This design comes from an exercise in tuning for small area on the open sky130 flow, not from production work. Where RTL was checked, it was by simulation tests only, not by an equivalence proof against the original. No activity file was given, so power comes from the tool's default toggle rates.

Design ajq_top, start of the top module:
module ajq_top #(
    parameter N_RX = 16,
    parameter N_TX = 16
) (
    input  wire        clk,
    input  wire        rst,
    input  wire        drx_req_valid,
    input  wire [39:0] drx_req,
    output wire        drx_req_ready,
    output reg         drx_rsp_valid,
    output wire [33:0] drx_rsp,
    input  wire        dtx_req_valid,
    input  wire [39:0] dtx_req,
    output wire        dtx_req_ready,
    output reg         dtx_rsp_valid,
    output wire [33:0] dtx_rsp,
    input  wire        m_req_valid,
    input  wire [39:0] m_req,
    output wire        m_req_ready,
    output reg         m_rsp_valid,
    output wire [33:0] m_rsp,
    output wire        rxq_empty,
    output wire        rxq_full,
    output wire        txq_empty,
    output wire        txq_full,
    output wire        tx_irq_en,
    output wire [31:0] pkt
);
    localparam [3:0] OP_NOP      = 4'h0,
                     OP_Q_INIT   = 4'h1,
                     OP_Q_PUSH   = 4'h2,
  ...
Size: roughly 400 flip-flops, ~270 I/O pins, roughly 18000 um^2 of cells after synthesis.
==> flow/config.mk <==
export PLATFORM = sky130hd
export DESIGN_NAME = ajq_top
export DESIGN_NICKNAME = ajq_top
export VERILOG_FILES = /design/flow/design.v
export SDC_FILE = /design/flow/constraint.sdc
export NUM_CORES = 4
export LEC_CHECK = 0
export ABC_AREA = 1
export CAP_MARGIN = 20
export CORE_MARGIN = 2
export CORE_UTILIZATION = 40
export CTS_BUF_LIST = sky130_fd_sc_hd__clkbuf_16
export CTS_CLUSTER_DIAMETER = 100
export CTS_CLUSTER_SIZE = 30
export SLEW_MARGIN = 20
==> flow/constraint.sdc <==
create_clock -name core_clock -period 10.0 [get_ports {clk}]
set_input_delay 2.0000 -clock core_clock [delete_from_list [all_inputs] [get_ports {clk}]]
set_output_delay 2.0000 -clock core_clock [all_outputs]
set_load 0.01 [all_outputs]
standard.sh (not shown) runs the stock make flow with config.mk's settings and CLKGATE_MAP_FILE= SYNTH_SCRIPT=/design/flow/synth_recipe.tcl, a recipe that flattens the netlist after the stock synthesis.
==> flow/flow/run.sh <==
#!/bin/bash
# Layout: the standard flow (standard.sh), with smaller port buffers,
# the synthesis buffers removed and non-critical cells downsized.
set -euo pipefail
export BUFFER_PORTS_ARGS="-buffer_cell sky130_fd_sc_hd__buf_1"
bash standard.sh \
  "BUFFER_PORTS_ARGS=$BUFFER_PORTS_ARGS" \
  finish > make_finish.log 2>&1
The first run finished clean.
Rerun with:
==> flow/run.sh (new file) <==
#!/bin/bash
# synth_recipe.tcl (not shown) runs the flow's synth.tcl, then flattens the netlist and writes it again
# the make line also repeats each setting of config.mk as NAME=value (left out here)
make -C /OpenROAD-flow-scripts/flow DESIGN_CONFIG=/design/flow/config.mk WORK_HOME=/design/flow/orfs CLKGATE_MAP_FILE= SYNTH_SCRIPT=/design/flow/synth_recipe.tcl finish
Settings changed: CTS_BUF_LIST sky130_fd_sc_hd__clkbuf_16 to sky130_fd_sc_hd__clkbuf_8, CTS_CLUSTER_DIAMETER 100 to 60, CTS_CLUSTER_SIZE 30 to 18.
removed: flow/flow/run.sh
removed: flow/standard.sh
Result: Critical path depth shrinks by 4. Worst setup slack is worse by 0.16 ns. Sequential cell count stays the same. Synthesized cell count stays the same. Sequential power barely changes. Synthesized area does not change.
Rerun with:
==> flow/flow/run.sh (new file) <==
#!/bin/bash
# Layout: the standard flow (standard.sh), with smaller port buffers,
# the synthesis buffers removed and non-critical cells downsized.
set -euo pipefail
export BUFFER_PORTS_ARGS="-buffer_cell sky130_fd_sc_hd__buf_1"
export REMOVE_ABC_BUFFERS=1
export RECOVER_POWER=100
bash standard.sh \
  "BUFFER_PORTS_ARGS=$BUFFER_PORTS_ARGS" \
  "REMOVE_ABC_BUFFERS=$REMOVE_ABC_BUFFERS" \
  "RECOVER_POWER=$RECOVER_POWER" \
  finish > make_finish.log 2>&1
==> flow/standard.sh (new file) <==
#!/bin/bash
# synth_recipe.tcl (not shown) runs the flow's synth.tcl, then flattens the netlist and writes it again
# the make line also repeats each setting of config.mk as NAME=value (left out here)
make -C /OpenROAD-flow-scripts/flow DESIGN_CONFIG=/design/flow/config.mk WORK_HOME=/design/flow/orfs CLKGATE_MAP_FILE= SYNTH_SCRIPT=/design/flow/synth_recipe.tcl "${@:-finish}"
Settings changed: CTS_BUF_LIST sky130_fd_sc_hd__clkbuf_8 to sky130_fd_sc_hd__clkbuf_16, CTS_CLUSTER_DIAMETER 60 to 100, CTS_CLUSTER_SIZE 18 to 30.
removed: flow/run.sh
After rerunning: With this change the flow reached the layout checks and failed them: max-capacitance violations, max-slew violations; total power drops by 3.6%; utilization decreases by 2.7 points; design area drops by 5.7%; clock skew falls by 0.012 ns; hold slack is better by 0.0050 ns; routed wire length went down by about 1.4%; non-clock buffer count stays the same; sequential power hardly moves; setup slack loses 1.5 ns; via count decreases by about 0.3%.
No run of this note included a check of the RTL's function; only the layout flow was run.

* * *

Setup of fjord:
Another version of the RTL of ajq_top (not shown whole).
For scale: about 400 flip-flops, roughly 270 I/O pins, ~0.018 mm² of cells after synthesis.
==> flow/design.v (excerpt) <==
module ajq_top #(
    parameter N_RX = 16,
    parameter N_TX = 16
) (
    input  wire        clk,
    input  wire        rst,
    input  wire        drx_req_valid,
    input  wire [39:0] drx_req,
    output wire        drx_req_ready,
    output reg         drx_rsp_valid,
    output wire [33:0] drx_rsp,
    input  wire        dtx_req_valid,
    input  wire [39:0] dtx_req,
    output wire        dtx_req_ready,
    output reg         dtx_rsp_valid,
    output wire [33:0] dtx_rsp,
    input  wire        m_req_valid,
    input  wire [39:0] m_req,
    output wire        m_req_ready,
    output reg         m_rsp_valid,
    output wire [33:0] m_rsp,
    output wire        rxq_empty,
    output wire        rxq_full,
    output wire        txq_empty,
    output wire        txq_full,
    output wire        tx_irq_en,
    output wire [31:0] pkt
);
==> flow/config.mk <==
export PLATFORM = sky130hd
export DESIGN_NAME = ajq_top
export DESIGN_NICKNAME = ajq_top
export VERILOG_FILES = /design/flow/design.v
export SDC_FILE = /design/flow/constraint.sdc
export NUM_CORES = 4
export LEC_CHECK = 0
export CAP_MARGIN = 20
export CORE_MARGIN = 2
export CORE_UTILIZATION = 60
export CTS_BUF_LIST = sky130_fd_sc_hd__clkbuf_16
export CTS_CLUSTER_DIAMETER = 100
export CTS_CLUSTER_SIZE = 30
export GPL_TIMING_DRIVEN = 0
export PLACE_DENSITY = 0.75
export SLEW_MARGIN = 20
==> flow/constraint.sdc <==
create_clock -name core_clock -period 10.0 [get_ports {clk}]
set_input_delay 2.0000 -clock core_clock [delete_from_list [all_inputs] [get_ports {clk}]]
set_output_delay 2.0000 -clock core_clock [all_outputs]
set_load 0.01 [all_outputs]
==> flow/flow/run.sh <==
#!/bin/bash
# Layout: the standard flow (standard.sh) with two changes: the smallest
# buffer on each port, and one tie cell per constant value (no tie fanout
# repair).
set -euo pipefail
export BUFFER_PORTS_ARGS="-buffer_cell sky130_fd_sc_hd__buf_1"
export SKIP_REPAIR_TIE_FANOUT=1
bash standard.sh \
  "BUFFER_PORTS_ARGS=$BUFFER_PORTS_ARGS" \
  "SKIP_REPAIR_TIE_FANOUT=$SKIP_REPAIR_TIE_FANOUT" \
  finish > make_finish.log 2>&1
fjord: full flow OK, the timing, design-rule and antenna checks passed
Input-level comparison between garnet and fjord:
Settings: GPL_TIMING_DRIVEN no longer set, was 0.
==> flow/flow/run.sh <==
#!/bin/bash
# Layout: the standard flow (standard.sh), with the smallest buffer on each port,
# as the standard flow otherwise.
set -euo pipefail
export BUFFER_PORTS_ARGS="-buffer_cell sky130_fd_sc_hd__buf_1"
bash standard.sh \
  "BUFFER_PORTS_ARGS=$BUFFER_PORTS_ARGS" \
  finish > make_finish.log 2>&1
--- outcome ---
garnet: flow completed, timing, DRC and antenna clean. In the tables for fjord and garnet, sequential share of layout area reads lower with fjord. Compared with fjord, garnet is more frugal on power. garnet ends up with lower internal power than fjord does. Number of instances in the placed design | garnet below fjord. When garnet is measured against fjord, its share of the cycle needed by the critical path after routing turns out 5.5 points lower. Sort fjord and garnet by combinational power share, ascending, and garnet comes first. garnet -> fjord: flop and latch count out of synthesis delta 0, exact match. Diff fjord and garnet: layout overhead on the synthesized area lower in garnet.
Setup changes, garnet to cedar
Settings: CTS_BUF_LIST now sky130_fd_sc_hd__clkbuf_8, was sky130_fd_sc_hd__clkbuf_16; CORE_UTILIZATION now 40, was 60; CTS_CLUSTER_DIAMETER now 50, was 100; CTS_CLUSTER_SIZE now 20, was 30; PLACE_DENSITY no longer set, was 0.75.
==> run notes <==
cedar falls short of garnet in final critical delay including setup and external delays. Clock power deteriorates in cedar relative to garnet. garnet → cedar: synthesis-to-layout area growth rose by 3.9 points; placeable core region rose by about 50%. In the route summary, cedar ends up with a via count below that of garnet. Number of cell instances on the worst register-to-register path for cedar is higher than for garnet. The higher largest fanout of any net on the critical path came out of cedar. cedar finished all stages; the layout is clean.

* * *

## north
ajq_top with an RTL version that a note above also has.
Size in the first run: roughly 400 flip-flops, about 270 I/O pins, about 18,000 µm² of cells after synthesis.
Settings: LEC_CHECK=0, CAP_MARGIN=20, CORE_MARGIN=2, CORE_UTILIZATION=40, CTS_BUF_LIST=sky130_fd_sc_hd__clkbuf_4, SLEW_MARGIN=20; clock period 10.0 ns.
run.sh (not shown) runs the stock make flow with config.mk's settings and CLKGATE_MAP_FILE= SYNTH_SCRIPT=/design/flow/synth_recipe.tcl, a recipe that flattens the netlist after the stock synthesis.
Stock flow here: none of the scripts above is used.
Changes in east relative to north:
- a change of CTS_BUF_LIST from sky130_fd_sc_hd__clkbuf_4 to sky130_fd_sc_hd__clkbuf_16
- an added ABC_AREA of 1
- an added CTS_CLUSTER_DIAMETER of 100
- an added CTS_CLUSTER_SIZE of 30
--- outcome ---
- Relative to north, the combinational fraction of design power of east is higher by 0.7 points.
- Against north, die area in east came out better.
- east: shortest clock period the worst path allows after layout is 620 ps lower than what north reported.
- east vs north: fraction of area in registers up in east
No functional check of the RTL was part of any run of this note.

-- what the ideal ports hide --
The flow's constraints put no driver on any port. The routed layouts listed below were extracted and timed again, unchanged, in two steps. Step 1: set_driving_cell puts a clkbuf_16 on clk and a buf_2 on each other input, an assumption about the parent block. Step 2 times the ports against the registers' clock, not the clock port: input delays grow and output delays shrink by t, the midpoint of the rising clock arrivals with the driver on. a / b / c = no drivers / after step 1 / after step 2; a / b = the first two.
run	shift t [ns]	setup slack, ns	worst slew at a driven data input, ns
the first run of note 1	0.593	5.214 / 5.235 / 4.643	0.09
the second run of note 1	0.642	5.056 / 5.066 / 4.424	0.09
the third run of note 1	0.602	3.585 / 3.629 / 3.027	0.11
fjord	0.555	4.801 / 4.823 / 4.268	0.08
garnet	0.572	5.352 / 5.382 / 4.810	0.08
cedar	0.651	5.201 / 5.230 / 4.579	0.05
north	0.854	4.331 / 4.283 / 3.779	0.14
east	0.592	4.953 / 4.972 / 4.380	0.10
For the second run of note 1, which loses most, drivers alone change the setup slack by +0.010 ns; drivers and shift together by -0.632 ns.
